From an optimization exercise on the open Yosys and OpenROAD flow, aimed at small area, a short achievable clock period and few clock cycles per item; shortcuts taken in it are not production practice.
At most, simulation tests tie the RTL to the original design; equivalence was not proved.
Function not checked in run 2: the RTL went through the layout flow alone.
Power is estimated from default activity; no workload was simulated.

==> flow/design.v <==
module llf_crc8 (
    input  wire [7:0] c,    
    input  wire [7:0] b,    
    output reg  [7:0] y     
);
    integer i;
    always @(*) begin
        y = c ^ b;
        for (i = 0; i < 8; i = i + 1) begin
            if (y[7])
                y = {y[6:0], 1'b0} ^ 8'h07;
            else
                y = {y[6:0], 1'b0};
        end
    end
endmodule
module llf_eq_inc #(
    parameter N = 16
) (
    input  wire [N-1:0] x,
    input  wire [N-1:0] y,
    output wire         eq
);
    wire [N-1:0] z = x ^ y;
    wire [N-1:0] ok;
    assign ok[0] = z[0] & (x[0] ~^ z[1]);
    genvar i;
    generate
        for (i = 1; i < N - 1; i = i + 1) begin : g
            assign ok[i] = (~z[i] | z[i-1]) & (~z[i] | (x[i] ~^ z[i+1]));
        end
    endgenerate
    assign ok[N-1] = ~z[N-1] | z[N-2];
    assign eq = &ok;
endmodule
module llf_step16 #(
    parameter DOWN = 0
) (
    input  wire [15:0] x,
    output wire [15:0] y
);
    wire [15:0] t = DOWN ? ~x : x;
    wire [3:0]  g;
    genvar k, j;
    generate
        for (k = 0; k < 4; k = k + 1) begin : grp
            assign g[k] = &t[4*k+3:4*k];
        end
        for (k = 0; k < 4; k = k + 1) begin : gb
            wire pk;
            if (k == 0) begin : p0
                assign pk = 1'b1;
            end else begin : pn
                assign pk = &g[k-1:0];
            end
            for (j = 0; j < 4; j = j + 1) begin : b
                if (j == 0) begin : l0
                    assign y[4*k] = x[4*k] ^ pk;
                end else begin : ln
                    assign y[4*k+j] = x[4*k+j] ^ (pk & (&t[4*k+j-1:4*k]));
                end
            end
        end
    endgenerate
endmodule
module llf_rx (
    input  wire        clk,
    input  wire        rst,
    input  wire        rx_req_valid,
    input  wire [15:0] rx_req_cap,
    output reg         rx_req_ready,
    input  wire        src_valid,
    input  wire        src_err,
    input  wire [7:0]  src_data,
    output reg         src_ready,
    output reg         rxbuf_we,
    output wire [15:0] rxbuf_addr,
    output reg  [7:0]  rxbuf_data,
    output reg         rx_resp_valid,
    output wire [1:0]  rx_resp_status,
    output wire [15:0] rx_resp_len
);
    localparam [7:0] START_M  = 8'hFA,
                     DSTART_M = 8'hFB,
                     STOP_M   = 8'hFE;
    localparam [7:0] CRC_FA = 8'hE8,
                     CRC_FB = 8'hEF;
    reg        armed;
    reg        s_wait, s_lo, s_hi, s_hc, s_ds, s_pay, s_fc, s_stop;
    reg [15:0] rem;      
    reg [15:0] idx;      
    reg [15:0] cap;
    reg [7:0]  crc;
    reg        wok;      
    reg        ov;       
    reg        err_st;
    wire [7:0] b    = src_data;
    wire       step = src_valid & armed;
    wire       go   = step & ~src_err;
    assign rxbuf_addr     = idx;
    assign rx_resp_status = {1'b0, err_st};
    assign rx_resp_len    = idx;
    wire [7:0] crc_upd;
    llf_crc8 u_crc (.c(crc), .b(b), .y(crc_upd));
    wire [15:0] idx1, rem1;
    llf_step16 #(0) u_inc (.x(idx), .y(idx1));
    llf_step16 #(1) u_dec (.x(rem), .y(rem1));
    wire cap_hit, cap_hit_hi;
    llf_eq_inc #(15) u_caphit (.x(idx[15:1]), .y(cap[15:1]), .eq(cap_hit_hi));
    assign cap_hit = cap_hit_hi & (idx[0] == cap[0]);
    wire last  = rem == 16'd1;
    wire lenz  = rem == 16'd0;
    wire m     = b == crc;      
    wire fc_ok = m & ~ov;
    wire done  = step & (src_err | (s_stop & m));
    wire armed_nx = armed ? ~done : rx_req_valid;
    wire        i_ff  = go & s_ds;
    wire        i_inc = go & (s_pay | s_fc);
    wire        i_clr = step & src_err;
    wire        i_hld = ~(i_ff | i_inc | i_clr);
    wire [15:0] idx_nx = {16{i_ff}} | ({16{i_inc}} & idx1) | ({16{i_hld}} & idx);
    wire        r_lo  = go & s_lo;
    wire        r_hi  = go & s_hi;
    wire        r_dec = go & s_pay;
    wire        r_hld = ~(r_lo | r_hi | r_dec);
    wire [15:0] rem_nx = ({16{r_dec}} & rem1)
                       | {({8{r_hi}} & b) | ({8{~r_hi & ~r_dec}} & rem[15:8]),
                          ({8{r_lo}} & b) | ({8{~r_lo & ~r_dec}} & rem[7:0])};
    wire wok_nx = (go & s_ds & (cap != 16'd0))
                | (wok & ~(go & s_ds) & ~(go & s_pay & cap_hit));
    wire ov_nx  = (ov & ~(go & s_ds)) | (go & s_pay & ~wok);
    always @(posedge clk) begin
        rxbuf_data <= b;
        idx <= idx_nx;
        rem <= rem_nx;
        wok <= wok_nx;
        ov  <= ov_nx;
        if (!armed) begin
            crc <= START_M;
        end else if (step) begin
            if (src_err | s_stop)
                crc <= START_M;
            else if (s_wait)
                crc <= m ? CRC_FA : START_M;
            else if (s_hc)
                crc <= m ? DSTART_M : START_M;
            else if (s_ds)
                crc <= m ? CRC_FB : START_M;
            else if (s_fc)
                crc <= fc_ok ? STOP_M : START_M;
            else
                crc <= crc_upd;
            err_st <= src_err;
        end
        if (!armed)
            cap <= rx_req_cap;
    end
    always @(posedge clk) begin
        if (rst) begin
            armed         <= 1'b0;
            src_ready     <= 1'b0;
            rx_req_ready  <= 1'b1;
            s_wait        <= 1'b1;
            s_lo          <= 1'b0;
            s_hi          <= 1'b0;
            s_hc          <= 1'b0;
            s_ds          <= 1'b0;
            s_pay         <= 1'b0;
            s_fc          <= 1'b0;
            s_stop        <= 1'b0;
            rxbuf_we      <= 1'b0;
            rx_resp_valid <= 1'b0;
        end else begin
            rxbuf_we      <= go & s_pay & wok;
            rx_resp_valid <= done;
            armed         <= armed_nx;
            src_ready     <= armed_nx;
            rx_req_ready  <= ~armed_nx;
            if (step) begin
                if (src_err) begin
                    s_wait <= 1'b1;
                    s_lo   <= 1'b0;
                    s_hi   <= 1'b0;
                    s_hc   <= 1'b0;
                    s_ds   <= 1'b0;
                    s_pay  <= 1'b0;
                    s_fc   <= 1'b0;
                    s_stop <= 1'b0;
                end else begin
                    s_wait <= ((s_wait | s_hc | s_ds) & ~m) | (s_fc & ~fc_ok) | s_stop;
                    s_lo   <= s_wait & m;
                    s_hi   <= s_lo;
                    s_hc   <= s_hi;
                    s_ds   <= s_hc & m;
                    s_pay  <= (s_ds & m & ~lenz) | (s_pay & ~last);
                    s_fc   <= (s_ds & m & lenz) | (s_pay & last);
                    s_stop <= s_fc & fc_ok;
                end
            end
        end
    end
endmodule
module llf_tx (
    input  wire        clk,
    input  wire        rst,
    input  wire        tx_req_valid,
    input  wire        tx_req_pay,
    input  wire [15:0] tx_req_len,
    output reg         tx_req_ready,
    output reg         txpay_rd,      
    output reg  [15:0] txpay_addr,
    input  wire [7:0]  txpay_data,
    output reg         sink_valid,    
    output reg  [7:0]  sink_data,
    output wire        sink_last,
    input  wire        sink_ready,
    input  wire        sink_resp_valid,
    input  wire        sink_resp_err,
    input  wire [16:0] sink_resp_count,
    output reg         tx_resp_valid,
    output reg  [2:0]  tx_resp_status
);
    reg st_nidle, st_h0, st_h1, st_h2, st_h3, st_h4, st_pay, st_fc, st_stp, st_wait;
    reg        rd_n;       
    reg        sv_n;       
    wire       st_idle = ~st_nidle;
    wire       rd = ~rd_n;
    wire       sv = ~sv_n;
    reg [15:0] len;
    reg        lenz;       
    reg [7:0]  crc;        
    reg        cur_last;   
    reg        mv, mt, kv, kt;
    reg [7:0]  k;
    assign sink_last    = st_stp;
    wire tk    = sv & sink_ready;
    wire hs    = tx_req_valid & st_idle;
    wire reqz  = tx_req_len == 16'd0;
    wire nopay = ~tx_req_pay & ~reqz;
    wire [7:0] head   = kv ? k : txpay_data;
    wire       head_t = kv ? kt : mt;
    wire [7:0] crc_nx;
    llf_crc8 u_crc (.c(crc), .b(sink_data), .y(crc_nx));
    wire [15:0] raddr1;
    llf_step16 #(0) u_inc (.x(txpay_addr), .y(raddr1));
    wire rtag;
    llf_eq_inc #(16) u_rtag (.x(txpay_addr), .y(len), .eq(rtag));
    wire [16:0] ca = sink_resp_count;
    wire [16:0] cb = ~{1'b0, len};
    wire [16:0] ck = 17'd6;
    wire [16:0] cy = ((ca & cb) | ((ca | cb) & ~ck)) << 1;
    wire        cnt_eq = &(ca ^ cb ^ ck ^ ~cy);
    wire cons  = tk & ((st_h4 & ~lenz) | (st_pay & ~cur_last));
    wire kcons = cons & kv;
    wire mcons = cons & ~kv;
    wire m2k   = rd & mv & ~mcons;
    wire to_idle = st_wait & sink_resp_valid;
    wire frame   = st_h0 | st_h1 | st_h2 | st_h3 | st_h4 | st_pay | st_fc | st_stp;
    wire kv_nx = frame & ((kv & ~kcons) | m2k);
    wire mv_nx = frame & (rd | (mv & ~mcons));
    wire k_ld  = ~kv | cons;    
    wire [15:0] addr_nx = {16{frame}} & (rd ? raddr1 : txpay_addr);
    wire        mt_nx   = rd ? rtag : mt;
    wire        idle_nx = (st_idle & ~tx_req_valid) | to_idle | (st_h0 & ~sv);
    wire       sel_crc  = st_h2 | (st_h4 & lenz) | (st_pay & cur_last);
    wire       sel_head = (st_h4 & ~lenz) | (st_pay & ~cur_last);
    wire [7:0] byte_nx  = ({8{st_h0}} & len[7:0]) | ({8{st_h1}} & len[15:8])
                        | ({8{sel_crc}} & crc_nx) | ({8{st_h3}} & 8'hFB)
                        | ({8{sel_head}} & head) | ({8{st_fc}} & 8'hFE);
    wire       hold     = ~st_idle & ~tk;
    wire [7:0] sd_nx    = ({8{st_idle}} & 8'hFA) | ({8{tk}} & byte_nx)
                        | ({8{hold}} & sink_data);
    wire [7:0] crc_hd   = ({8{tk}} & crc_nx) | ({8{hold}} & crc);
    wire       cl_nx    = (tk & head_t) | (~tk & cur_last);
    always @(posedge clk) begin
        if (k_ld) begin
            k  <= txpay_data;
            kt <= mt;
        end
        kv <= kv_nx;
        mv <= mv_nx;
        mt <= mt_nx;
        txpay_addr <= addr_nx;
        tx_resp_status <= st_idle ? 3'b001
                        : {sink_resp_err, {2{~sink_resp_err & ~cnt_eq}}};
        if (st_idle) begin
            len  <= tx_req_len;
            lenz <= reqz;
        end
        crc       <= crc_hd;
        sink_data <= sd_nx;
        cur_last  <= cl_nx;
    end
    always @(posedge clk) begin
        if (rst) begin
            st_nidle      <= 1'b0;
            st_h0         <= 1'b0;
            st_h1         <= 1'b0;
            st_h2         <= 1'b0;
            st_h3         <= 1'b0;
            st_h4         <= 1'b0;
            st_pay        <= 1'b0;
            st_fc         <= 1'b0;
            st_stp        <= 1'b0;
            st_wait       <= 1'b0;
            sv_n          <= 1'b1;
            sink_valid    <= 1'b0;
            tx_resp_valid <= 1'b0;
            rd_n          <= 1'b1;
            txpay_rd      <= 1'b0;
            tx_req_ready  <= 1'b1;
        end else begin
            rd_n          <= mv_nx & kv_nx;
            txpay_rd      <= ~(mv_nx & kv_nx);
            tx_resp_valid <= (hs & nopay) | to_idle;
            st_nidle      <= ~idle_nx;
            tx_req_ready  <= idle_nx;
            if (hs) begin
                st_h0      <= 1'b1;
                sv_n       <= nopay;
                sink_valid <= ~nopay;
            end
            if (st_h0 & ~sv)
                st_h0 <= 1'b0;
            if (tk) begin
                st_h0  <= 1'b0;
                st_h1  <= st_h0;
                st_h2  <= st_h1;
                st_h3  <= st_h2;
                st_h4  <= st_h3;
                st_pay <= (st_h4 & ~lenz) | (st_pay & ~cur_last);
                st_fc  <= (st_h4 & lenz) | (st_pay & cur_last);
                st_stp <= st_fc;
                if (st_stp) begin
                    st_wait    <= 1'b1;
                    sv_n       <= 1'b1;
                    sink_valid <= 1'b0;
                end
            end
            if (to_idle)
                st_wait <= 1'b0;
        end
    end
endmodule
module llf (
    input  wire        clk,
    input  wire        rst,
    input  wire        rx_req_valid,
    input  wire [15:0] rx_req_cap,
    output wire        rx_req_ready,
    output wire        rx_resp_valid,
    output wire [1:0]  rx_resp_status,
    output wire [15:0] rx_resp_len,
    input  wire        src_valid,
    input  wire        src_err,
    input  wire [7:0]  src_data,
    output wire        src_ready,
    output wire        rxbuf_we,
    output wire [15:0] rxbuf_addr,
    output wire [7:0]  rxbuf_data,
    input  wire        tx_req_valid,
    input  wire        tx_req_pay,
    input  wire [15:0] tx_req_len,
    output wire        tx_req_ready,
    output wire        tx_resp_valid,
    output wire [2:0]  tx_resp_status,
    output wire        txpay_rd,
    output wire [15:0] txpay_addr,
    input  wire [7:0]  txpay_data,
    output wire        sink_valid,
    output wire [7:0]  sink_data,
    output wire        sink_last,
    input  wire        sink_ready,
    input  wire        sink_resp_valid,
    input  wire        sink_resp_err,
    input  wire [16:0] sink_resp_count
);
    llf_rx u_rx (
        .clk            (clk),
        .rst            (rst),
        .rx_req_valid   (rx_req_valid),
        .rx_req_cap     (rx_req_cap),
        .rx_req_ready   (rx_req_ready),
        .src_valid      (src_valid),
        .src_err        (src_err),
        .src_data       (src_data),
        .src_ready      (src_ready),
        .rxbuf_we       (rxbuf_we),
        .rxbuf_addr     (rxbuf_addr),
        .rxbuf_data     (rxbuf_data),
        .rx_resp_valid  (rx_resp_valid),
        .rx_resp_status (rx_resp_status),
        .rx_resp_len    (rx_resp_len)
    );
    llf_tx u_tx (
        .clk             (clk),
        .rst             (rst),
        .tx_req_valid    (tx_req_valid),
        .tx_req_pay      (tx_req_pay),
        .tx_req_len      (tx_req_len),
        .tx_req_ready    (tx_req_ready),
        .txpay_rd        (txpay_rd),
        .txpay_addr      (txpay_addr),
        .txpay_data      (txpay_data),
        .sink_valid      (sink_valid),
        .sink_data       (sink_data),
        .sink_last       (sink_last),
        .sink_ready      (sink_ready),
        .sink_resp_valid (sink_resp_valid),
        .sink_resp_err   (sink_resp_err),
        .sink_resp_count (sink_resp_count),
        .tx_resp_valid   (tx_resp_valid),
        .tx_resp_status  (tx_resp_status)
    );
endmodule
==> flow/flow/run.sh <==
#!/bin/bash
# The standard layout, with the port buffers made of sky130_fd_sc_hd__buf_2
# cells instead of the default choice. Every port still gets its buffer.
bash standard.sh "BUFFER_PORTS_ARGS=-buffer_cell sky130_fd_sc_hd__buf_2" finish > standard.log 2>&1
==> flow/standard.sh <==
#!/bin/bash
# synth_recipe.tcl (not shown) runs the flow's synth.tcl, then flattens the netlist and writes it again
# the make line also repeats each setting of config.mk as NAME=value (left out here)
make -C /OpenROAD-flow-scripts/flow DESIGN_CONFIG=/design/flow/config.mk WORK_HOME=/design/flow/orfs CLKGATE_MAP_FILE= SYNTH_SCRIPT=/design/flow/synth_recipe.tcl "${@:-finish}"
==> flow/config.mk <==
export PLATFORM = sky130hd
export DESIGN_NAME = llf
export DESIGN_NICKNAME = llf
export VERILOG_FILES = /design/flow/design.v
export SDC_FILE = /design/flow/constraint.sdc
export NUM_CORES = 4
export LEC_CHECK = 0
export ABC_CLOCK_PERIOD_IN_PS = 1500
export CAP_MARGIN = 20
export CORE_MARGIN = 2
export CORE_UTILIZATION = 40
export CTS_BUF_LIST = sky130_fd_sc_hd__clkbuf_8
export CTS_CLUSTER_SIZE = 32
export SETUP_SLACK_MARGIN = 2.2
export SLEW_MARGIN = 20
export TNS_END_PERCENT = 0
==> flow/constraint.sdc <==
create_clock -name core_clock -period 4.0 [get_ports {clk}]
set_input_delay 0.8000 -clock core_clock [delete_from_list [all_inputs] [get_ports {clk}]]
set_output_delay 0.8000 -clock core_clock [all_outputs]
set_load 0.01 [all_outputs]
==> out/results.ini, run 1 <==
[clock_tree]
ctsHoldBuffers = 0
cts_max_level = 4
cts.sinks = 160
cts.path.max_buffers = 2
clk_pin_slew_ns = 0.08
cts_buffers = 17
cts_tree = built
insertion_delay_ns = 0.46
root_buffer = clkbuf_8

[detailed_routing]
firstDrtPassIters = 6
met1_length_um = 9280
vias = 6810
viasPerCell = 5.23
wl_per_cell_um = 16.2
route.met2.wl_um = 10300
wl_met3_um = 1330
highest_layer = met4
ant_nets = 0
dr.first_iter.drc_count = 350
finalWirelength_um = 21100
drc = 0

[floorplanning]
io_pins = 153
die_area_um2 = 21800
core_um2 = 20200
die_h_um = 148
row_count = 52
start_util_pct = 40.8
dieWidth_um = 148

[yosys]
ys_ff_latch = 160
synthTopCellsByCount = dfxtp_1, nand2_1, nor2_1, xnor2_1, o21ai_0
syn_area_um2 = 8260
ys_seq_area_share_pct = 44.2
synth_cells = 877
synthDistinctLibCells = 65
async_reset_ff_share_pct = 0
syn_area_per_cell_um2 = 9.42
synth_area_leaders = dfxtp_1, edfxtp_1, xnor2_1
yosysTopAreaCellShare_pct = 27.9
synth-edff-count = 45
yosysTopAreaCell = dfxtp_1
synth_flop_cell = dfxtp_1
yosysWarnings = 3
syn_nets = 987
yosysMostFrequentCell = dfxtp_1

[worst_setup_path]
worstPathRequired_ns = 4.38
path_class = input pin to register
worstPathArrival_ns = 2.27
crit_fanout = 4
cp-start-kind = input pin
cp-end-kind = register
ff2ff_path_depth = 9

[sta]
skew_ns = 0.0187
rsz0062_at_grt = true
relSlewSlack_pct = 53.3
hold_viol = 0
min_period_over_period_pct = 47.3
final-setup-viol-count = 0
finalSetupTns_ns = 0
period_needed_ns = 1.89
slew_violations = 0
max_freq_mhz = 528
tightestPinTransition_ns = 0.700

[placement]
port_buffers = 151
dp_hpwl_um = 15500
dp_cells = 1253
gp_congestion = 0.814

[grt]
grt-ovfl-total = 0
antenna_found_initial = 0
track_usage_pct = 19.1
grt_pass1_vias = 6338
grt_pass1_wl_um = 32700
grt_max_degree = 23

[finish]
area_growth_syn_to_layout_pct = 22.6
fin_nets = 1128
instances_no_fill = 1302
layout-drive-gt1-share_pct = 29.1

[outcome]
outcome = timing/DRC/antenna clean

[flow_run]
cap_viol_max_count = 0

[pwr]
peakVddDrop_v = 0.000187
power_density_nw_per_um2 = 338
p_leak_nw = 4.30

[worst_hold_path]
min_path_cells = 2
hp-class = register to register

## cells by family (layout without fill, tap and decap cells)
| family | after synthesis | in the layout | synth area share, % |
|---|---|---|---|
| buf+inv | 93 | 247 | 5.16 |
| fa+ha+maj | 36 | 36 | 5.42 |
| other cells | 1 | 2 | 0.0454 |
| compound gates | 178 | 178 | 14.2 |
| xor+xnor | 105 | 105 | 11.8 |
| simple gates | 287 | 287 | 17.1 |
| mux | 17 | 17 | 2.11 |
| flops | 160 | 160 | 44.2 |
## final timing paths
path | start | slack, ns | end
worst max register to register | u_tx.len[2]$_DFFE_PN_ | 2.16 | u_tx.tx_resp_status[1]$_SDFF_PN0_
worst min-delay path | u_rx.s_lo$_SDFFE_PP0P_ | 0.47 | u_rx.s_lo$_SDFFE_PP0P_
worst max-delay path | src_data[6] | 2.11 | u_rx.crc[2]$_SDFFE_PN0P_
worst min register to register | u_rx.s_lo$_SDFFE_PP0P_ | 0.47 | u_rx.s_lo$_SDFFE_PP0P_
## layout by cell type, fill, tap and decap left out, types with 5 or more instances in the layout
cell,netlist,routed
buf_2,8,145
dfxtp_1,115,82
nand2_1,77,73
nor2_1,75,72
xnor2_1,57,47
edfxtp_1,45,45
o21ai_0,48,44
inv_1,44,44
xor2_1,42,42
a21oi_1,43,41
ha_1,35,30
nand3_1,23,20
dfxtp_2,0,20
buf_4,18,19
nor2b_1,18,18
clkbuf_8,0,18
nand2b_1,14,14
nor3_1,18,14
mux2i_1,14,14
nor4_1,14,13
dfxtp_4,0,13
a221o_1,11,11
o22ai_1,8,8
o211ai_1,8,8
xnor2_4,0,8
nand4_1,7,7
and3_1,11,7
xnor2_2,4,6
a22oi_1,6,6
and2_1,9,6
clkinv_2,0,5
buf_6,0,5
## critical path, cell delays in order
cell	delay (ns)
buf_6	0.12
xnor2_4	0.20
xnor3_1	0.45
xor2_1	0.17
o31ai_1	0.28
nand3_1	0.11
a21oi_1	0.13
## per-stage QoR
stage | setup slack, ns | utilization, % | cell area (um2) | power, mW | hold WS, ns
2_1_floorplan | 1.91 | - | 8370 | 2.12 | 0.422
3_3_place_gp | 1.20 | 45.6 | 9230 | 2.26 | 0.450
3_5_place_dp | 1.14 | 45.6 | 9230 | 2.26 | 0.449
4_1_cts | 2.13 | 48.6 | 9830 | 3.43 | 0.463
5_1_grt | 2.05 | 50.0 | 10100 | 3.57 | 0.467
6_report | 2.11 | 50.0 | 10100 | 3.42 | 0.472
## repair_timing
action,4_1_cts,5_1_grt
setup buffers,6,10
pin swaps,5,22
endpoints found under the setup margin,126,131
gates resized for setup,69,52
## per-layer routing
metal	global-route usage [%]	vias up
li1	-	3380
met4	5.14	0
met1	24.7	3217
met5	0	-
met2	32.2	194
met3	4.23	19
## cell type report
cell class | instances | area, um2
fill | 1898 | 10100
multi-input combinational | 624 | 4560
sequential | 160 | 3730
timing repair buffer | 171 | 952
tap | 270 | 338
clock buffer | 18 | 248
inverter | 44 | 169
clock inverter | 14 | 130
antenna | 1 | 2.50
## where the power goes
| part | total [mW] | leakage, nW | internal (mW) | switching, mW |
|---|---|---|---|---|
| combinational | 0.452 | 2.68 | 0.213 | 0.239 |
| clock | 1.16 | 0.206 | 0.561 | 0.602 |
| sequential | 1.80 | 1.41 | 1.73 | 0.0743 |
| total | 3.42 | 4.30 | 2.50 | 0.916 |
## state kept, by name, summed over array words and instances, names as in the netlist, 3 cells and up, named ones only
name                 cells
u_tx.txpay_addr         16
u_rx.rem                16
u_tx.sink_data           8
u_rx.idx                16
u_rx.crc                 8
u_tx.len                16
u_tx.k                   8
u_tx.crc                 8
u_tx.tx_resp_status      3
u_rx.cap                16
u_rx.rxbuf_data          8
Testbench counts, summed over its fixed seeds: cycles 124,644, bytes 105,422.
==> run 2, diff against run 1 <==
--- a/flow/design.v
+++ b/flow/design.v
@@ -109,9 +109,14 @@
     llf_eq_inc #(15) u_caphit (.x(idx[15:1]), .y(cap[15:1]), .eq(cap_hit_hi));
     assign cap_hit = cap_hit_hi & (idx[0] == cap[0]);
-    wire last  = rem == 16'd1;
-    wire lenz  = rem == 16'd0;
-    wire m     = b == crc;      
-    wire fc_ok = m & ~ov;
-    wire done  = step & (src_err | (s_stop & m));
+    wire last   = rem == 16'd1;
+    wire lenz   = rem == 16'd0;
+    wire is_fa  = b == START_M;
+    wire is_fb  = b == DSTART_M;
+    wire is_fe  = b == STOP_M;
+    wire crc_eq = b == crc;
+    wire fc_ok  = crc_eq & ~ov;
+    wire done   = step & (src_err | (s_stop & is_fe));
+    wire [7:0] crc_nx = ({8{step & s_wait}} & CRC_FA) | ({8{step & s_ds}} & CRC_FB)
+                      | ({8{step & ~s_wait & ~s_ds}} & crc_upd) | ({8{~step}} & crc);
     wire armed_nx = armed ? ~done : rx_req_valid;
     wire        i_ff  = go & s_ds;
@@ -136,21 +141,7 @@
         wok <= wok_nx;
         ov  <= ov_nx;
-        if (!armed) begin
-            crc <= START_M;
-        end else if (step) begin
-            if (src_err | s_stop)
-                crc <= START_M;
-            else if (s_wait)
-                crc <= m ? CRC_FA : START_M;
-            else if (s_hc)
-                crc <= m ? DSTART_M : START_M;
-            else if (s_ds)
-                crc <= m ? CRC_FB : START_M;
-            else if (s_fc)
-                crc <= fc_ok ? STOP_M : START_M;
-            else
-                crc <= crc_upd;
+        crc <= crc_nx;
+        if (step)
             err_st <= src_err;
-        end
         if (!armed)
             cap <= rx_req_cap;
@@ -188,11 +179,12 @@
                     s_stop <= 1'b0;
                 end else begin
-                    s_wait <= ((s_wait | s_hc | s_ds) & ~m) | (s_fc & ~fc_ok) | s_stop;
-                    s_lo   <= s_wait & m;
+                    s_wait <= (s_wait & ~is_fa) | (s_hc & ~crc_eq) | (s_ds & ~is_fb)
+                            | (s_fc & ~fc_ok) | s_stop;
+                    s_lo   <= s_wait & is_fa;
                     s_hi   <= s_lo;
                     s_hc   <= s_hi;
-                    s_ds   <= s_hc & m;
-                    s_pay  <= (s_ds & m & ~lenz) | (s_pay & ~last);
-                    s_fc   <= (s_ds & m & lenz) | (s_pay & last);
+                    s_ds   <= s_hc & crc_eq;
+                    s_pay  <= (s_ds & is_fb & ~lenz) | (s_pay & ~last);
+                    s_fc   <= (s_ds & is_fb & lenz) | (s_pay & last);
                     s_stop <= s_fc & fc_ok;
                 end
==> run 2 against run 1 <==
  * Combinational power is 9.5% lower
  * Clock skew is 0.0071 ns lower
  * Die area increased by 1.0%
  * Cell count down 1.3%
  * Non-clock buffer count shrank 15
  * Highest routed layer unchanged
  * Via count shrank 0.94%
==> out/results.ini, run 2 <==
[placement]
dp_hpwl_um = 15600  ; +0.74%
gp_congestion = 0.835  ; +2.6%
port_buffers = 151  ; unchanged

[grt]
antenna_found_initial = 0  ; unchanged
grt_pass1_wl_um = 33800  ; +3.3%
grt-ovfl-total = 0  ; unchanged
grt_max_degree = 27  ; +17%
grt_pass1_vias = 6550  ; +3.3%
track_usage_pct = 19.5  ; +0.39 points

[sta]
skew_ns = 0.0116  ; -0.00708 ns
rsz0062_at_grt = true
finalSetupTns_ns = 0  ; unchanged
min_period_over_period_pct = 57.0  ; +9.7 points
slew_violations = 0  ; unchanged
period_needed_ns = 2.28  ; +0.387 ns
max_freq_mhz = 439  ; -17%
final-setup-viol-count = 0  ; unchanged
tightestPinTransition_ns = 0.791  ; +0.0913 ns
hold_viol = 0  ; unchanged
relSlewSlack_pct = 47.2  ; -6.0 points

[finish]
fin_nets = 1112  ; -1.4%
fin_util_pct = 47.8  ; -2.2 points
area_growth_syn_to_layout_pct = 16.7
layout_commonest_cell = buf_2
layout-drive-gt1-share_pct = 20.7  ; -8.4 points
final_cell_mix = buf_2, dfxtp_1, nand2_1, nor2_1, xnor2_1
num_antenna_cells = 0  ; -1

[yosys]
synth_flop_cell = dfxtp_1
yosysTopAreaCell = dfxtp_1
yosysTopAreaCellShare_pct = 27.6  ; -0.29 points
yosysWarnings = 3  ; unchanged
synthDistinctLibCells = 73  ; +12%
synth_area_leaders = dfxtp_1, edfxtp_1, xnor2_1
ys_seq_area_share_pct = 43.8  ; -0.46 points
synth-edff-count = 45  ; unchanged
yosysMostFrequentCell = dfxtp_1
synth_cells = 881  ; +0.46%
syn_nets = 991  ; +0.41%
ys_ff_latch = 160  ; unchanged
syn_area_per_cell_um2 = 9.48  ; +0.60%
async_reset_ff_share_pct = 0  ; unchanged
syn_area_um2 = 8350  ; +1.1%
synthTopCellsByCount = dfxtp_1, nand2_1, nor2_1, xnor2_1, inv_1

[worst_hold_path]
min_path_cells = 0  ; -2
hp-class = register to register

[clock_tree]
clk_pin_slew_ns = 0.09  ; about the same
cts_max_level = 4  ; unchanged
insertion_delay_ns = 0.46  ; about the same
cts.path.max_buffers = 2  ; unchanged
cts_tree = built
cts.sinks = 160  ; unchanged
root_buffer = clkbuf_8
cts_buffers = 17  ; unchanged

[worst_setup_path]
cpMaxStageDelayCell = or4_4
crit_fanout = 6  ; +2
ff2ff_path_depth = 8  ; -1
worstPathArrival_ns = 2.63  ; +0.36 ns
cp-end-kind = register
path_class = register to register
path_cells = inv_1 > ha_2 > or3b_4 > or4_4 > nor2_4 > ha_2 > o21ai_0 > a221o_1
cpMostUsedCell = ha_2
worstPathRequired_ns = 4.35  ; -0.03 ns
max_stage_delay_ns = 0.50  ; +0.05 ns
cp-start-kind = register

[floorplanning]
dieWidth_um = 148  ; +0.51%
row_count = 52  ; unchanged
core_um2 = 20400  ; +0.64%
die_area_um2 = 22000  ; +1.0%
die_h_um = 148  ; +0.51%
io_pins = 153  ; unchanged
start_util_pct = 41.0  ; +0.17 points

[pwr]
power_density_nw_per_um2 = 372  ; +10%
power_mw = 3.62  ; +5.9%
p_leak_nw = 4.04  ; -5.9%
peakVddDrop_v = 0.000218  ; +16%

[detailed_routing]
viasPerCell = 5.25  ; +0.37%
ant_nets = 0  ; unchanged
vias = 6746  ; -0.94%
drc = 0  ; unchanged
finalWirelength_um = 21000  ; -0.10%
firstDrtPassIters = 5  ; -1
dr.first_iter.drc_count = 341  ; -2.6%
wl_per_cell_um = 16.4  ; +1.2%

[flow_run]
cap_viol_max_count = 0  ; unchanged

[outcome]
outcome = timing/DRC/antenna clean

-- run 2: changes by cell type in the layout (fill, tap and decap cells not counted), sizes merged, moves of 4 or more --
cell,before,now
mux2i,14,18
or3,2,6
inv,46,55
xnor2,61,55
buf,170,156
nand2,77,66
nor2,77,61
and3,11,5
o211a,4,0
and4,2,6
a21oi,43,39
nor2b,18,22
-- run 2: final timing paths --
kind	startpoint	end	slack, ns
worst max-delay path	u_rx.rem[0]$_DFF_P_	u_rx.rem[13]$_DFF_P_	1.72
worst min-delay path	u_tx.mt$_DFFE_PN_	u_tx.kt$_DFFE_PP_	0.47
worst max register to register	u_rx.rem[0]$_DFF_P_	u_rx.rem[13]$_DFF_P_	1.72
worst min register to register	u_tx.mt$_DFFE_PN_	u_tx.kt$_DFFE_PP_	0.47
-- run 2: critical path: cells and delay by family (launching register included) --
family,cells,cell delay (ns)
adders and majority gates,2,0.35
and+or+nand+nor,3,1.02
buffers and inverters,1,0.07
AOI/OAI and AO/OA,2,0.39
DFF,1,0.35
-- run 2: power breakdown --
group          internal, mW  total [mW]  switching [mW]  leakage [nW]
Sequential             1.74        1.81          0.0759          1.39
Clock                 0.752        1.40           0.646         0.226
Combinational         0.192       0.409           0.217          2.42
Total                  2.68        3.62           0.939          4.04
-- run 2: cells by family (layout without fill, tap and decap cells) --
| kind of cell | after synthesis | in the layout | share of synthesized area, % |
|---|---|---|---|
| other cells | 1 | 1 | 0.0449 |
| xor+xnor | 101 | 101 | 10.9 |
| mux | 20 | 20 | 2.43 |
| flops | 160 | 160 | 43.8 |
| simple gates | 277 | 277 | 17.3 |
| fa+ha+maj | 36 | 36 | 5.36 |
| compound gates | 178 | 178 | 14.4 |
| buf+inv | 108 | 242 | 5.72 |
-- run 2: what timing repair did --
action | CTS | global route
resized for setup | 2 | 1
buffers inserted | 0 | 1
hold buffers | 0 | 0
pin swaps | 0 | 1
setup endpoints to repair | 128 | 151
-- run 2: final cells by class --
class / count / area, um2
well taps: 270 / 338
repair buffers: 156 / 793
fillers: 1936 / 10600
multi-input cells: 613 / 4280
clock buffers: 17 / 234
inverters: 54 / 206
flip-flops and latches: 160 / 3650
clock inverters: 15 / 233
-- run 2: metal layers --
metal	track usage (%)	wire length, um	part of all wire, %	vias up
li1	-	-	-	3378
met1	25.7	9730	46	3174
met2	32.5	10100	48	176
met3	3.01	953	4.5	18
met4	6.86	282	1.3	0
met5	0	0	0	-
-- run 2: through the flow --
stage	instance area (um2)	instances	setup WS (ns)	hold WS, ns
floorplan	8410	881	1.82	0.422
detailed placement	9250	1252	1.20	0.454
CTS	9730	1284	1.72	0.473
global route	9740	1285	1.57	0.473
global placement	9250	1252	1.25	0.449
finish	9740	1285	1.72	0.465
==> run 3, diff against run 2 <==
--- a/flow/design.v
+++ b/flow/design.v
@@ -90,5 +90,5 @@
     reg [15:0] rem;      
     reg [15:0] idx;      
-    reg [15:0] cap;
+    reg [15:0] capm2;    
     reg [7:0]  crc;
     reg        wok;      
@@ -103,10 +103,10 @@
     wire [7:0] crc_upd;
     llf_crc8 u_crc (.c(crc), .b(b), .y(crc_upd));
-    wire [15:0] idx1, rem1;
+    wire [15:0] idx1, rem1, reqm1;
     llf_step16 #(0) u_inc (.x(idx), .y(idx1));
     llf_step16 #(1) u_dec (.x(rem), .y(rem1));
-    wire cap_hit, cap_hit_hi;
-    llf_eq_inc #(15) u_caphit (.x(idx[15:1]), .y(cap[15:1]), .eq(cap_hit_hi));
-    assign cap_hit = cap_hit_hi & (idx[0] == cap[0]);
+    llf_step16 #(1) u_cap (.x({1'b0, rx_req_cap[15:1]}), .y(reqm1));
+    wire cap_hit = idx == capm2;
+    wire capnz   = capm2 != 16'hFFFE;
     wire last   = rem == 16'd1;
     wire lenz   = rem == 16'd0;
@@ -132,5 +132,5 @@
                        | {({8{r_hi}} & b) | ({8{~r_hi & ~r_dec}} & rem[15:8]),
                           ({8{r_lo}} & b) | ({8{~r_lo & ~r_dec}} & rem[7:0])};
-    wire wok_nx = (go & s_ds & (cap != 16'd0))
+    wire wok_nx = (go & s_ds & capnz)
                 | (wok & ~(go & s_ds) & ~(go & s_pay & cap_hit));
     wire ov_nx  = (ov & ~(go & s_ds)) | (go & s_pay & ~wok);
@@ -145,5 +145,5 @@
             err_st <= src_err;
         if (!armed)
-            cap <= rx_req_cap;
+            capm2 <= {reqm1[14:0], rx_req_cap[0]};
     end
     always @(posedge clk) begin
@@ -223,5 +223,5 @@
     reg [7:0]  crc;        
     reg        cur_last;   
-    reg        mv, mt, kv, kt;
+    reg        mv, kv, kt;
     reg [7:0]  k;
     assign sink_last    = st_stp;
@@ -236,6 +236,5 @@
     wire [15:0] raddr1;
     llf_step16 #(0) u_inc (.x(txpay_addr), .y(raddr1));
-    wire rtag;
-    llf_eq_inc #(16) u_rtag (.x(txpay_addr), .y(len), .eq(rtag));
+    wire mt = txpay_addr == len;
     wire [16:0] ca = sink_resp_count;
     wire [16:0] cb = ~{1'b0, len};
@@ -253,5 +252,4 @@
     wire k_ld  = ~kv | cons;    
     wire [15:0] addr_nx = {16{frame}} & (rd ? raddr1 : txpay_addr);
-    wire        mt_nx   = rd ? rtag : mt;
     wire        idle_nx = (st_idle & ~tx_req_valid) | to_idle | (st_h0 & ~sv);
     wire       sel_crc  = st_h2 | (st_h4 & lenz) | (st_pay & cur_last);
@@ -272,5 +270,4 @@
         kv <= kv_nx;
         mv <= mv_nx;
-        mt <= mt_nx;
         txpay_addr <= addr_nx;
         tx_resp_status <= st_idle ? 3'b001
==> run 3 against run 2 <==
  * Total power fell by 1.4%
  * Die area fell by 2.9%
  * Cell area fell by 0.90%
  * Worst setup slack improved by 0.20 ns
  * Largest cell class unchanged
  * Clock-buffer cell count rose by 2
  * Utilization rose by 0.34 points
  * Synthesized cell count fell by 5.6%
  * Sequential share of layout area rose by 0.18 points
  * Via count fell by 4.7%
  * Sequential power barely moved
  * Combinational power rose by 28%
  * Critical path type is now input pin to register
  * Sequential cell count fell by 1
==> out/results.ini, run 3 <==
[outcome]
outcome = timing/DRC/antenna clean

[sta]
rsz0062_at_grt = true
tightestPinTransition_ns = 0.980  ; +0.188 ns
finalSetupTns_ns = 0  ; unchanged
slew_violations = 0  ; unchanged
period_needed_ns = 2.08  ; -0.198 ns
final-setup-viol-count = 0  ; unchanged
min_period_over_period_pct = 52.0  ; -4.9 points
max_freq_mhz = 480  ; +9.5%
relSlewSlack_pct = 34.0  ; -13 points
hold_viol = 0  ; unchanged
skew_ns = 0.0129  ; +0.00129 ns

[yosys]
synth_cells = 832  ; -5.6%
ys_ff_latch = 159  ; -0.63%
syn_nets = 947  ; -4.4%
async_reset_ff_share_pct = 0  ; unchanged
synthTopCellsByCount = dfxtp_1, nand2_1, nor2_1, xnor2_1
synth_area_leaders = dfxtp_1, edfxtp_1, xnor2_1
syn_area_per_cell_um2 = 9.74  ; +2.8%
syn_area_um2 = 8100  ; -3.0%
yosysTopAreaCellShare_pct = 28.4  ; +0.84 points
yosysMostFrequentCell = dfxtp_1
yosysTopAreaCell = dfxtp_1
synth_flop_cell = dfxtp_1
ys_seq_area_share_pct = 44.7  ; +0.96 points
synthDistinctLibCells = 68  ; -6.8%
synth-edff-count = 44  ; -2.2%
yosysWarnings = 3  ; unchanged

[worst_setup_path]
critPathLaunch = rx_req_cap[2]
cp_num_buf_inv = 2  ; +1
crit_fanout = 2  ; -4
cp-end-kind = register
max_stage_delay_ns = 0.39  ; -0.11 ns
ff2ff_path_depth = 6  ; -2
reg2reg_slack_ns = 1.96  ; +0.24 ns
cp_top_family = simple AND/OR/NAND/NOR gates
r2r_start = u_rx.idx[2]$_DFF_P_
cpMaxStageDelayCell = or3b_4
worstPathArrival_ns = 2.30  ; -0.33 ns
path_class = input pin to register
worstPathRequired_ns = 4.22  ; -0.13 ns
path_cells = buf_6 > inv_4 > ha_4 > or3b_4 > nor4b_4 > nand2_2 > nor3_2 > ha_2 > xor2_1
reg2reg_to = u_rx.idx[12]$_DFF_P_
cp-start-kind = input pin

[grt]
grt_pass1_vias = 6118  ; -6.6%
grt-ovfl-total = 0  ; unchanged
track_usage_pct = 19.1  ; -0.35 points
grt_max_degree = 27  ; unchanged
grt_pass1_wl_um = 32600  ; -3.5%
antenna_found_initial = 0  ; unchanged

[detailed_routing]
finalWirelength_um = 20500  ; -2.6%
drc = 0  ; unchanged
wl_per_cell_um = 16.4  ; about the same
dr.first_iter.drc_count = 446  ; +31%
ant_nets = 0  ; unchanged
firstDrtPassIters = 6  ; +1
vias = 6426  ; -4.7%
viasPerCell = 5.14  ; -2.2%

[floorplanning]
dieWidth_um = 146  ; -1.4%
core_um2 = 20000  ; -1.6%
io_pins = 153  ; unchanged
start_util_pct = 40.4  ; -0.56 points
die_h_um = 146  ; -1.4%
row_count = 52  ; unchanged
die_area_um2 = 21400  ; -2.9%

[placement]
port_buffers = 151  ; unchanged
dp_hpwl_um = 15000  ; -3.4%
gp_congestion = 0.833  ; -0.24%

[pwr]
p_leak_nw = 4.16  ; +3.0%
peakVddDrop_v = 0.000238  ; +9.5%
power_density_nw_per_um2 = 370  ; -0.53%

[finish]
area_growth_syn_to_layout_pct = 19.1
layout-drive-gt1-share_pct = 25.6  ; +4.9 points
fin_nets = 1083  ; -2.6%
fin_util_pct = 48.2  ; +0.34 points
final_cell_mix = buf_2, dfxtp_1, nand2_1, nor2_1, xnor2_1
n_fill_cell = 1950  ; +0.72%
layout_commonest_cell = buf_2
num_antenna_cells = 0  ; unchanged

[worst_hold_path]
hp-class = register to register
min_path_cells = 2  ; +2
hold_path.startpoint = u_tx.crc[1]$_DFF_P_
min_to = u_tx.crc[1]$_DFF_P_

[clock_tree]
ctsHoldBuffers = 0  ; unchanged
cts.sinks = 159  ; -0.63%
cts_max_level = 4  ; unchanged
root_buffer = clkbuf_8
insertion_delay_ns = 0.46  ; about the same
cts.path.max_buffers = 2  ; unchanged
cts_buffers = 17  ; unchanged
cts_tree = built
clk_pin_slew_ns = 0.09  ; about the same

[flow_run]
cap_viol_max_count = 0  ; unchanged

-- run 3: changes by cell type in the layout (fill, tap and decap cells not counted), sizes merged, moves of 7 or more --
cell and delta:
a21oi -7, buf +8, nand2b -9, nand3 -7, nor2b -12, o21ai -16
xnor2 +7
-- run 3: how the worst max path moves through the flow --
| stage | endpoint | slack, ns | depth (start not counted) |
|---|---|---|---|
| global placement | u_rx.capm2[14]$_DFFE_PN_ | 1.37 | 9 |
| detailed placement | u_rx.rem[14]$_DFF_P_ | 1.31 | 6 |
| floorplan | u_rx.capm2[14]$_DFFE_PN_ | 1.56 | 8 |
| CTS | u_rx.idx[12]$_DFF_P_ | 1.94 | 7 |
| global route | u_rx.capm2[14]$_DFFE_PN_ | 1.88 | 9 |
| finish | u_rx.capm2[14]$_DFFE_PN_ | 1.92 | 9 |
-- run 3: layout make-up --
type / instances / area [um2] / share of cell area, %
Multi-Input combinational cell: 576 / 4200 / 43.6
Sequential cell: 159 / 3640 / 37.7
Timing Repair Buffer: 165 / 880 / 9.11
Tap cell: 270 / 338 / 3.50
Clock buffer: 19 / 262 / 2.71
Inverter: 49 / 196 / 2.03
Clock inverter: 13 / 135 / 1.40
-- run 3: worst reg2reg max path: cells and delay by family, from the launching register on --
family / cells / cell delay, ns
simple gates: 4 / 0.89
fa+ha+maj: 1 / 0.22
flops: 1 / 0.50
compound gates: 1 / 0.31
-- run 3: where the power goes --
group | internal (mW) | leakage (nW) | switching [mW] | total [mW]
registers | 1.74 | 1.39 | 0.0862 | 1.82
clock network | 0.590 | 0.212 | 0.627 | 1.22
logic | 0.249 | 2.56 | 0.276 | 0.525
-- run 3: cell families after synthesis --
family | share of synthesized area (%)
flip-flops | 44.7
AO/OA/AOI/OAI | 12.6
multiplexers | 2.58
other | 0.0463
buffers and inverters | 5.39
AND/OR/NAND/NOR | 15.9
XOR/XNOR | 12.3
adder cells (fa/ha/maj) | 6.42
-- run 3: timing repair --
action / CTS / global route
gates cloned: 0 / 1
setup buffers: 4 / 5
gates resized for setup: 17 / 28
pin swaps: 3 / 7
endpoints found under the setup margin: 116 / 143
-- run 3: layer usage --
metal  share of wire (%)  wire length (um)  GRT usage, %  up-vias
li1                    -                 -             -     3195
met1                  48              9880          26.8     3038
met2                  46              9400          30.1      176
met3                 4.9              1010          4.19       17
met4                 1.1               228          4.81        0
met5                   0                 0             0        -
-- run 3: metrics by stage --
step                hold slack, ns  std cells  worst slack [ns]  power [mW]  cell area, um2
floorplan                    0.418        832              1.56        2.20            8130
global placement             0.455       1209              1.37        2.36            9010
detailed placement           0.459       1209              1.31        2.36            9010
CTS                          0.474       1245              1.94        3.58            9480
global route                 0.498       1251              1.88        3.73            9650
finish                       0.469       1251              1.92        3.57            9650
Testbench counts of run 3, summed over its fixed seeds: cycles 124,644, bytes 105,422.
==> run 4, diff against run 3 <==
--- a/flow/config.mk
+++ b/flow/config.mk
@@ -6,4 +6,5 @@
 export NUM_CORES = 4
 export LEC_CHECK = 0
+export ABC_AREA = 1
 export ABC_CLOCK_PERIOD_IN_PS = 1500
 export CAP_MARGIN = 20
==> run 4 against run 3 <==
  * Sequential cell count unchanged
  * Maximum frequency is 13% higher
  * Critical path depth rose by 3
  * Via count up 15%
  * Cell area grew 4.9%
  * Still clean on timing, DRC and antenna
  * Largest power group unchanged
  * Clock skew grew 0.0010 ns
  * Utilization is 0.14 points lower
  * Synthesized cell count rose by 30%
  * Wire length increased by 6.0%
==> out/results.ini, run 4 <==
[yosys]
async_reset_ff_share_pct = 0  ; unchanged
yosysTopAreaCellShare_pct = 26.8  ; -1.6 points
synthDistinctLibCells = 51  ; -25%
syn_nets = 1198  ; +27%
yosysTopAreaCell = dfxtp_1
ys_seq_area_share_pct = 42.2  ; -2.6 points
synth_flop_cell = dfxtp_1
yosysMostFrequentCell = nand2_1
synth_cells = 1083  ; +30%
synth_area_leaders = dfxtp_1, edfxtp_1, nand2_1
yosysWarnings = 3  ; unchanged
syn_area_um2 = 8600  ; +6.1%
syn_area_per_cell_um2 = 7.94  ; -19%
synth-edff-count = 44  ; unchanged
synthTopCellsByCount = nand2_1, inv_1, dfxtp_1, nor2_1, nand3_1
ys_ff_latch = 159  ; unchanged

[placement]
dp_cells = 1477  ; +22%
gp_congestion = 0.842  ; +1.1%
dp_hpwl_um = 16500  ; +9.9%
pre_cts_ws_ns = 1.54  ; +0.228 ns
port_buffers = 151  ; unchanged

[sta]
final-setup-viol-count = 0  ; unchanged
slew_violations = 0  ; unchanged
min_period_over_period_pct = 46.2  ; -5.9 points
tightestPinTransition_ns = 0.575  ; -0.404 ns
finalSetupTns_ns = 0  ; unchanged
holdWs_ns = 0.461  ; -0.00851 ns
max_freq_mhz = 542  ; +13%
skew_ns = 0.0140  ; +0.00105 ns
setup_ws_ns = 2.15  ; +0.235 ns
relSlewSlack_pct = 61.6  ; +28 points
period_needed_ns = 1.85  ; -0.235 ns
rsz0062_at_grt = true
hold_viol = 0  ; unchanged

[pwr]
pwr-share-comb_pct = 16.2  ; +1.5 points
swShare_pct = 28.8  ; +1.0 points
p_leak_nw = 4.81  ; +16%
p_switching_mw = 1.10  ; +11%
p_seq_share_pct = 49.5  ; -1.7 points
power_density_nw_per_um2 = 377  ; +2.1%
p_int_mw = 2.72  ; +5.6%
p_clk_share_pct = 34.3  ; +0.2 points
power_mw = 3.82  ; +7.2%
peakVddDrop_v = 0.000184  ; -23%

[worst_setup_path]
crit_fanout = 4  ; +2
max_stage_delay_ns = 0.24  ; -0.15 ns
path_cells = buf_6 > clkinv_4 > ha_4 > nor3b_4 > nand2_2 > nor2_4 > nand2_2 > nor2_2 > nand2_1 > inv_1 > ha_2 > xor2_1
cp-start-kind = input pin
cpMaxStageDelayCell = nor3b_4
worstPathArrival_ns = 2.07  ; -0.23 ns
worstPathRequired_ns = 4.22  ; about the same
cp-end-kind = register
cpMostUsedCell = nand2_2
path_class = input pin to register

[grt]
antenna_found_initial = 1  ; +1
grt_pass1_wl_um = 34100  ; +4.8%
grt_pass1_vias = 6827  ; +12%
grt-ovfl-total = 0  ; unchanged
grt_max_degree = 20  ; -26%
track_usage_pct = 19.3  ; +0.16 points

[floorplanning]
dieWidth_um = 151  ; +2.9%
row_count = 53  ; +1.9%
io_pins = 153  ; unchanged
die_area_um2 = 22700  ; +5.9%
core_um2 = 21100  ; +5.2%
die_h_um = 151  ; +2.9%
start_util_pct = 40.8  ; +0.33 points

[finish]
layout-drive-gt1-share_pct = 23.0  ; -2.6 points
area_growth_syn_to_layout_pct = 17.8
instances_no_fill = 1522  ; +22%
layout_commonest_cell = nand2_1
fin_nets = 1348  ; +24%
final_cell_mix = nand2_1, buf_2, inv_1, dfxtp_1, nor2_1

[flow_run]
cap_viol_max_count = 0  ; unchanged

[clock_tree]
cts_tree = built
cts.sinks = 159  ; unchanged
insertion_delay_ns = 0.46  ; about the same
clk_pin_slew_ns = 0.09  ; about the same
root_buffer = clkbuf_8
ctsHoldBuffers = 0  ; unchanged
cts_buffers = 17  ; unchanged
cts_max_level = 4  ; unchanged
cts.path.max_buffers = 2  ; unchanged

[detailed_routing]
finalWirelength_um = 21700  ; +6.0%
drc = 0  ; unchanged
vias = 7395  ; +15%
firstDrtPassIters = 5  ; -1
ant_nets = 0  ; unchanged
wl_per_cell_um = 14.3  ; -13%
dr.first_iter.drc_count = 432  ; -3.1%
viasPerCell = 4.86  ; -5.4%

[outcome]
outcome = timing/DRC/antenna clean

[worst_hold_path]
hp-class = register to register

-- run 4: cell types whose count changed after synthesis, moves of 14 or more --
cell,change
a221o_1,-14
clkbuf_1,-23
inv_1,+91
nand2_1,+207
nand3_1,+47
nand4_1,+15
o221ai_1,+16
xnor2_1,-27
xor2_1,-15
-- run 4: kinds of logic after synthesis --
group	Yosys count	synth area share (%)
and+or+nand+nor	508	26.8
buffers and inverters	185	9.14
xor gates and xnor gates	71	7.41
DFF	159	42.2
AOI/OAI and AO/OA	119	8.63
adders and majority gates	40	5.82
other	1	0.0436
-- run 4: through the flow --
stage | utilization [%] | cell area (um2)
final | 48.0 | 10100
after global placement | 45.2 | 9520
after global routing | 48.0 | 10100
after detailed placement | 45.2 | 9520
after CTS | 47.3 | 9970
after floorplan | - | 8630
-- run 4: layout make-up --
class	instances	area, um2
Clock buffer	19	262
Timing Repair Buffer	163	862
Tap cell	275	344
Timing Repair inverter	1	5.00
Fill cell	2147	11000
Sequential cell	159	3660
Antenna cell	1	2.50
Clock inverter	13	170
Inverter	152	597
Multi-Input combinational cell	739	4220
-- run 4: power groups by stage --
stage,clock [mW],sequential [mW],combinational [mW]
after floorplan,0,1.89,0.417
after global placement,0,1.92,0.600
after detailed placement,0,1.92,0.605
after CTS,1.35,1.89,0.613
after global routing,1.42,1.91,0.710
final,1.31,1.89,0.618
-- run 4: per-layer routing --
| layer | global-route usage, % | vias up | share of wire (%) |
|---|---|---|---|
| li1 | - | 3820 | - |
| met4 | 5.75 | 0 | 1.3 |
| met5 | 0 | - | 0 |
| met2 | 32.4 | 181 | 47 |
| met3 | 3.94 | 27 | 5.6 |
| met1 | 25.0 | 3367 | 46 |
-- run 4: final timing paths --
path                               end  slack [ns]  cells past startpoint                 startpoint
max           u_rx.capm2[14]$_DFFE_PN_        2.15                     12              rx_req_cap[1]
min          u_tx.st_wait$_SDFFE_PP0P_        0.46                      2  u_tx.st_wait$_SDFFE_PP0P_
max reg2reg       u_rx.idx[13]$_DFF_P_        2.30                     10        u_rx.idx[1]$_DFF_P_
min reg2reg  u_tx.st_wait$_SDFFE_PP0P_        0.46                      2  u_tx.st_wait$_SDFFE_PP0P_
-- run 4: worst max-delay path: cells and delay by family --
family,cells,cell delay [ns]
adders and majority gates,2,0.28
buffers and inverters,3,0.20
xor gates and xnor gates,1,0.06
and+or+nand+nor,6,0.72
-- run 4: what timing repair did --
| action | 4_1_cts | 5_1_grt |
|---|---|---|
| buffers inserted | 1 | 10 |
| resized for setup | 2 | 46 |
| pin swaps | 0 | 7 |
| cloned | 1 | 0 |
| endpoints found under the setup margin | 84 | 109 |
==> run 5, diff against run 4 <==
--- a/flow/config.mk
+++ b/flow/config.mk
@@ -12,5 +12,6 @@
 export CORE_UTILIZATION = 40
 export CTS_BUF_LIST = sky130_fd_sc_hd__clkbuf_8
-export CTS_CLUSTER_SIZE = 32
+export CTS_CLUSTER_DIAMETER = 150
+export CTS_CLUSTER_SIZE = 40
 export SETUP_SLACK_MARGIN = 2.2
 export SLEW_MARGIN = 20
==> run 5 against run 4 <==
  * Clock-buffer cell count unchanged
  * Largest power group unchanged
  * Via count unchanged
  * Non-clock buffer count unchanged
  * Combinational power about the same
  * Highest routed layer unchanged
  * Critical endpoint unchanged
==> out/results.ini, run 5 <==
[outcome]
outcome = timing/DRC/antenna clean

[yosys]
synth_top_family_by_area = simple AND/OR/NAND/NOR gates
synth_compound_area_share_pct = 8.63  ; unchanged
yosys.area_share.xor_xnor_pct = 7.41  ; unchanged
yosysWarnings = 3  ; unchanged
ys_seq_area_share_pct = 42.2  ; unchanged
synthAdderAreaFrac_pct = 5.82  ; unchanged
synthDistinctLibCells = 51  ; unchanged
ys_ff_latch = 159  ; unchanged
synth_area_leaders = dfxtp_1, edfxtp_1, nand2_1
synth_flop_cell = dfxtp_1
synthMuxAreaShare_pct = 0  ; unchanged
syn_nets = 1198  ; unchanged
yosysTopAreaCell = dfxtp_1
yosysTopAreaCellShare_pct = 26.8  ; unchanged
async_reset_ff_share_pct = 0  ; unchanged
synthTopCellsByCount = nand2_1, inv_1, dfxtp_1, nor2_1, nand3_1
synth-edff-count = 44  ; unchanged
syn_area_um2 = 8600  ; unchanged
syn_area_per_cell_um2 = 7.94  ; unchanged
synth_cells = 1083  ; unchanged
synthSimpleGateAreaFrac_pct = 26.8  ; unchanged
yosysMostFrequentCell = nand2_1

[floorplanning]
die_h_um = 151  ; unchanged
start_util_pct = 40.8  ; unchanged
row_count = 53  ; unchanged
dieWidth_um = 151  ; unchanged
io_pins = 153  ; unchanged
core_um2 = 21100  ; unchanged
die_area_um2 = 22700  ; unchanged

[clock_tree]
ctsHoldBuffers = 0  ; unchanged
cts.sinks = 159  ; unchanged
cts_max_level = 4  ; unchanged
clk_pin_slew_ns = 0.09  ; about the same
insertion_delay_ns = 0.46  ; about the same
cts_tree = built
cts_buffers = 17  ; unchanged
root_buffer = clkbuf_8
cts.path.max_buffers = 2  ; unchanged

[sta]
max_freq_mhz = 542  ; unchanged
min_period_over_period_pct = 46.2  ; unchanged
finalSetupTns_ns = 0  ; unchanged
rsz0062_at_grt = true
hold_viol = 0  ; unchanged
skew_ns = 0.0140  ; unchanged
slew_violations = 0  ; unchanged
period_needed_ns = 1.85  ; unchanged
final-setup-viol-count = 0  ; unchanged
tightestPinTransition_ns = 0.575  ; unchanged
relSlewSlack_pct = 61.6  ; unchanged

[worst_setup_path]
path_cells = buf_6 > clkinv_4 > ha_4 > nor3b_4 > nand2_2 > nor2_4 > nand2_2 > nor2_2 > nand2_1 > inv_1 > ha_2 > xor2_1
cpMostUsedCell = nand2_2
worstPathRequired_ns = 4.22  ; about the same
crit_fanout = 4  ; unchanged
max_stage_delay_ns = 0.24  ; about the same
cp-end-kind = register
worstPathArrival_ns = 2.07  ; about the same
cpMaxStageDelayCell = nor3b_4
path_class = input pin to register
cp-start-kind = input pin

[finish]
instances_no_fill = 1522  ; unchanged
final_cell_mix = nand2_1, buf_2, inv_1, dfxtp_1, nor2_1
layout_commonest_cell = nand2_1
layout-drive-gt1-share_pct = 23.0  ; unchanged
area_growth_syn_to_layout_pct = 17.8  ; unchanged
fin_nets = 1348  ; unchanged
n_fill_cell = 2147  ; unchanged

[grt]
grt_max_degree = 20  ; unchanged
antenna_found_initial = 1  ; unchanged
grt_pass1_vias = 6827  ; unchanged
grt-ovfl-total = 0  ; unchanged
track_usage_pct = 19.3  ; unchanged
grt_pass1_wl_um = 34100  ; unchanged

[detailed_routing]
firstDrtPassIters = 5  ; unchanged
viasPerCell = 4.86  ; unchanged
vias = 7395  ; unchanged
finalWirelength_um = 21700  ; unchanged
dr.first_iter.drc_count = 432  ; unchanged
drc = 0  ; unchanged
wl_per_cell_um = 14.3  ; unchanged
ant_nets = 0  ; unchanged

[worst_hold_path]
hp-class = register to register

[pwr]
peakVddDrop_v = 0.000184  ; unchanged
p_leak_nw = 4.81  ; unchanged
power_density_nw_per_um2 = 377  ; unchanged
power_mw = 3.82  ; unchanged

[flow_run]
cap_viol_max_count = 0  ; unchanged

[placement]
port_buffers = 151  ; unchanged
dp_hpwl_um = 16500  ; unchanged
gp_congestion = 0.842  ; unchanged
dp_cells = 1477  ; unchanged

run 5: final cells by class:
type                       count  area [um2]  share of cell area, %
inverter                     152         597                   5.89
clock buffer                  19         262                   2.58
sequential                   159        3660                   36.2
timing repair buffer         163         862                   8.51
timing repair inverter         1        5.00                 0.0494
tap                          275         344                   3.40
clock inverter                13         170                   1.68
antenna                        1        2.50                 0.0247
multi-input combinational    739        4220                   41.7
run 5: report_power, final:
group / total [mW] / internal (mW) / leakage, nW / switching, mW
sequential: 1.89 / 1.78 / 1.40 / 0.114
clock: 1.31 / 0.704 / 0.222 / 0.608
combinational: 0.618 / 0.239 / 3.19 / 0.379
total: 3.82 / 2.72 / 4.81 / 1.10
run 5: timing repair:
item,CTS,global route
pin swaps,0,7
gates resized for setup,2,46
endpoints found under the setup margin,84,109
buffers inserted,1,10
gates cloned,1,0
run 5: kinds of logic (layout without fill, tap and decap cells):
logic type | count (synthesis) | count (layout)
flops | 159 | 159
buf+inv | 185 | 348
other cells | 1 | 2
xor+xnor | 71 | 71
compound gates | 119 | 119
simple gates | 508 | 508
fa+ha+maj | 40 | 40
run 5: worst paths after layout:
| path | slack, ns | start | endpoint | cells after the start |
|---|---|---|---|---|
| worst min-delay path | 0.46 | u_tx.st_wait$_SDFFE_PP0P_ | u_tx.st_wait$_SDFFE_PP0P_ | 2 |
| worst max register to register | 2.30 | u_rx.idx[1]$_DFF_P_ | u_rx.idx[13]$_DFF_P_ | 10 |
| worst max-delay path | 2.15 | rx_req_cap[1] | u_rx.capm2[14]$_DFFE_PN_ | 12 |
| worst min register to register | 0.46 | u_tx.st_wait$_SDFFE_PP0P_ | u_tx.st_wait$_SDFFE_PP0P_ | 2 |
run 5: metrics by stage:
stage / hold slack [ns] / util (%) / instance area (um2) / setup WS [ns]
6_report: 0.461 / 48.0 / 10100 / 2.15
5_1_grt: 0.475 / 48.0 / 10100 / 2.07
4_1_cts: 0.466 / 47.3 / 9970 / 1.98
3_5_place_dp: 0.452 / 45.2 / 9520 / 1.54
3_3_place_gp: 0.444 / 45.2 / 9520 / 1.56
2_1_floorplan: 0.424 / - / 8630 / 1.83
run 5: worst max-delay path, delay by kind of cell:
family	cells	cell delay, ns
AND/OR/NAND/NOR	6	0.72
adder cells (fa/ha/maj)	2	0.28
XOR/XNOR	1	0.06
buffers and inverters	3	0.20
run 5: metal layers:
| layer | share of wire (%) | GRT usage (%) | vias to the layer above |
|---|---|---|---|
| li1 | - | - | 3820 |
| met4 | 1.3 | 5.75 | 0 |
| met2 | 47 | 32.4 | 181 |
| met3 | 5.6 | 3.94 | 27 |
| met1 | 46 | 25.0 | 3367 |
| met5 | 0 | 0 | - |
==> run 6, diff against run 5 <==
==> flow/flow/run.sh (replaced) <==
#!/bin/bash
# The standard layout, with the port buffers made of sky130_fd_sc_hd__buf_1
# cells instead of the default choice. Every port still gets its buffer.
bash standard.sh "BUFFER_PORTS_ARGS=-buffer_cell sky130_fd_sc_hd__buf_1" finish > standard.log 2>&1
--- a/flow/config.mk
+++ b/flow/config.mk
@@ -12,6 +12,5 @@
 export CORE_UTILIZATION = 40
 export CTS_BUF_LIST = sky130_fd_sc_hd__clkbuf_8
-export CTS_CLUSTER_DIAMETER = 150
-export CTS_CLUSTER_SIZE = 40
+export CTS_CLUSTER_SIZE = 32
 export SETUP_SLACK_MARGIN = 2.2
 export SLEW_MARGIN = 20
==> run 6 against run 5 <==
  * Highest routed layer unchanged
  * Largest power group unchanged
  * Synthesized area stayed put
  * Register-to-register slack worse by 0.08 ns
  * Maximum frequency is 1.7% lower
  * Global-route usage is 0.33 points lower
  * Clock skew is 0.0031 ns lower
  * First-iteration DRC count is 20% lower
  * Sequential power hardly changed
  * Sequential cell count stayed put
  * Die area stayed put
==> out/results.ini, run 6 <==
[finish]
area_growth_syn_to_layout_pct = 14.9
layout-drive-gt1-share_pct = 9.50  ; -13 points
n_fill_cell = 2124  ; -1.1%
final_cell_mix = nand2_1, buf_1, inv_1, dfxtp_1, nor2_1
fin_util_pct = 46.8  ; -1.2 points
postLayoutCellArea_um2 = 9870  ; -2.5%
instances_no_fill = 1518  ; -0.26%
layout_commonest_cell = nand2_1
fin_nets = 1344  ; -0.30%

[sta]
rsz0062_at_grt = true
final-setup-viol-count = 0  ; unchanged
min_period_over_period_pct = 46.9  ; +0.78 points
tightestPinTransition_ns = 0.574  ; -0.000885 ns
period_needed_ns = 1.88  ; +0.0311 ns
finalSetupTns_ns = 0  ; unchanged
max_freq_mhz = 533  ; -1.7%
relSlewSlack_pct = 61.7  ; about the same
skew_ns = 0.0109  ; -0.00308 ns
hold_viol = 0  ; unchanged
slew_violations = 0  ; unchanged

[clock_tree]
root_buffer = clkbuf_8
cts_max_level = 4  ; unchanged
cts_buffers = 17  ; unchanged
cts.sinks = 159  ; unchanged
insertion_delay_ns = 0.46  ; about the same
cts.path.max_buffers = 2  ; unchanged
cts_tree = built
clk_pin_slew_ns = 0.09  ; about the same
ctsHoldBuffers = 0  ; unchanged

[worst_hold_path]
min_to = u_tx.st_wait$_SDFFE_PP0P_
hp-class = register to register
hold_path.startpoint = u_tx.st_wait$_SDFFE_PP0P_
min_path_cells = 2  ; unchanged

[flow_run]
cap_viol_max_count = 0  ; unchanged

[worst_setup_path]
path_cells = buf_1
cp-end-kind = output pin
worstPathRequired_ns = 3.20  ; -1.02 ns
cp_top_family = flip-flops
reg2reg_slack_ns = 2.22  ; -0.08 ns
worstPathArrival_ns = 1.08  ; -0.99 ns
cpMaxStageDelayCell = dfxtp_1
ff2ff_path_depth = 5  ; -5
max_stage_delay_ns = 0.44  ; +0.20 ns
critPathLaunch = u_rx.idx[7]$_DFF_P_
r2r_start = u_tx.kv$_DFF_P_
crit_fanout = 5  ; +1
cp-start-kind = register
reg2reg_to = u_tx.sink_data[7]$_DFF_P_
cp_num_buf_inv = 1  ; -2
path_class = register to output pin

[grt]
antenna_found_initial = 1  ; unchanged
grt_pass1_vias = 6634  ; -2.8%
track_usage_pct = 18.9  ; -0.33 points
grt_max_degree = 19  ; -5.0%
grt-ovfl-total = 0  ; unchanged
grt_pass1_wl_um = 33500  ; -1.8%

[detailed_routing]
finalWirelength_um = 21300  ; -2.1%
drc = 0  ; unchanged
wl_per_cell_um = 14.0  ; -1.8%
dr.first_iter.drc_count = 345  ; -20%
vias = 7325  ; -0.95%
viasPerCell = 4.83  ; -0.69%
firstDrtPassIters = 6  ; +1
ant_nets = 0  ; unchanged

[yosys]
syn_area_um2 = 8600  ; unchanged
ys_ff_latch = 159  ; unchanged
syn_area_per_cell_um2 = 7.94  ; unchanged
yosysTopAreaCellShare_pct = 26.8  ; unchanged
syn_nets = 1198  ; unchanged
ys_seq_area_share_pct = 42.2  ; unchanged
yosysMostFrequentCell = nand2_1
synth_area_leaders = dfxtp_1, edfxtp_1, nand2_1
synthDistinctLibCells = 51  ; unchanged
yosysWarnings = 3  ; unchanged
async_reset_ff_share_pct = 0  ; unchanged
synth-edff-count = 44  ; unchanged
synth_flop_cell = dfxtp_1
yosysTopAreaCell = dfxtp_1
synthTopCellsByCount = nand2_1, inv_1, dfxtp_1, nor2_1, nand3_1
synth_cells = 1083  ; unchanged

[floorplanning]
die_area_um2 = 22700  ; unchanged
start_util_pct = 40.8  ; unchanged
dieWidth_um = 151  ; unchanged
row_count = 53  ; unchanged
io_pins = 153  ; unchanged
core_um2 = 21100  ; unchanged
die_h_um = 151  ; unchanged

[placement]
dp_cells = 1478  ; +0.068%
dp_hpwl_um = 16100  ; -2.4%
placed_area_um2 = 9340  ; -1.9%
gp_congestion = 0.842  ; about the same
port_buffers = 151  ; unchanged

[outcome]
outcome = timing/DRC/antenna clean

[pwr]
power_density_nw_per_um2 = 384  ; +1.6%
peakVddDrop_v = 0.000190  ; +3.3%
p_leak_nw = 4.29  ; -11%

[run 6: cell types whose count changed in the layout (fill, tap and decap cells not counted), moves of 2 or more]
cell / previous run / this run
nand2_1: 276 / 278
clkinvlp_4: 4 / 2
clkbuf_8: 19 / 17
buf_2: 149 / 0
buf_4: 12 / 8
nor2_4: 9 / 7
buf_1: 0 / 149
dfxtp_1: 82 / 94
clkinv_4: 2 / 6
nand2_2: 9 / 7
dfxtp_2: 33 / 21
[run 6: stage by stage]
step                      total power [mW]  setup WS (ns)  hold slack (ns)
final                                 3.79           2.12            0.463
after global routing                  3.99           2.06            0.488
after CTS                             3.82           1.97            0.463
after detailed placement              2.51           1.47            0.448
after global placement                2.50           1.51            0.448
after floorplan                       2.31           1.83            0.424
[run 6: area by class of cell]
cell class	count	area (um2)	share of cell area, %
clock buffer	17	234	2.37
sequential	159	3650	37.0
tap	275	344	3.48
multi-input combinational	739	4200	42.6
inverter	152	593	6.01
clock inverter	15	195	1.98
antenna	1	2.50	0.0253
timing repair inverter	1	5.00	0.0507
timing repair buffer	159	646	6.54
[run 6: power by group]
part	total (mW)	internal, mW	switching, mW
combinational	0.590	0.215	0.375
sequential	1.89	1.78	0.114
clock	1.31	0.678	0.628
[run 6: routing by layer]
metal	share of wire, %	track usage (%)	vias up
li1	-	-	3814
met1	47	24.8	3332
met2	47	31.8	165
met3	4.7	3.61	14
met4	0.81	5.56	0
met5	0	0	-
[run 6: how the worst max path moves through the flow]
stage,endpoint,slack [ns],cells after the start
global route,rxbuf_addr[7],2.06,1
CTS,u_rx.capm2[14]$_DFFE_PN_,1.97,12
global placement,u_rx.capm2[14]$_DFFE_PN_,1.51,12
floorplan,u_rx.capm2[14]$_DFFE_PN_,1.83,11
detailed placement,u_rx.capm2[14]$_DFFE_PN_,1.47,12
finish,rxbuf_addr[7],2.12,1
[run 6: cells by family after synthesis]
| logic type | share of synthesized area [%] |
|---|---|
| AO/OA/AOI/OAI | 8.63 |
| adder cells (fa/ha/maj) | 5.82 |
| other | 0.0436 |
| buffers and inverters | 9.14 |
| flip-flops | 42.2 |
| XOR/XNOR | 7.41 |
| AND/OR/NAND/NOR | 26.8 |
[run 6: timing repair]
action / in CTS / in global routing
setup buffers: 1 / 5
setup endpoints to repair: 88 / 114
gates resized for setup: 2 / 32
pin swaps: 0 / 7
gates cloned: 1 / 0

## afterwards: timing with drivers on the ports
No port has a modelled driver above. Below, the same layouts with a new extraction and two added sets of constraints. Step 1: set_driving_cell puts a clkbuf_16 on clk and a buf_2 on each other input, an assumption about the parent block. Step 2 also shifts input and output timing later by t, the mid clock arrival at the registers, as if the neighbouring blocks saw the same clock. Three values: ideal, step 1, step 2; two values: the first two.
run | shift t [ns] | slack for setup (ns) | worst setup path at the end | worst slew at a driven data input, ns
run 1 | 0.490 | 2.108 / 2.092 / 1.627 | input to register | 0.07
run 2 | 0.495 | 1.721 / 1.721 / 1.451 | input to register | 0.04
run 3 | 0.489 | 1.919 / 1.926 / 1.437 | input to register | 0.06
run 4 | 0.492 | 2.154 / 2.127 / 1.667 | input to register | 0.07
run 5 | 0.492 | 2.154 / 2.127 / 1.667 | input to register | 0.07
run 6 | 0.495 | 2.123 / 2.082 / 1.654 | input to register | 0.06
After both steps setup and hold are still met in every run listed.
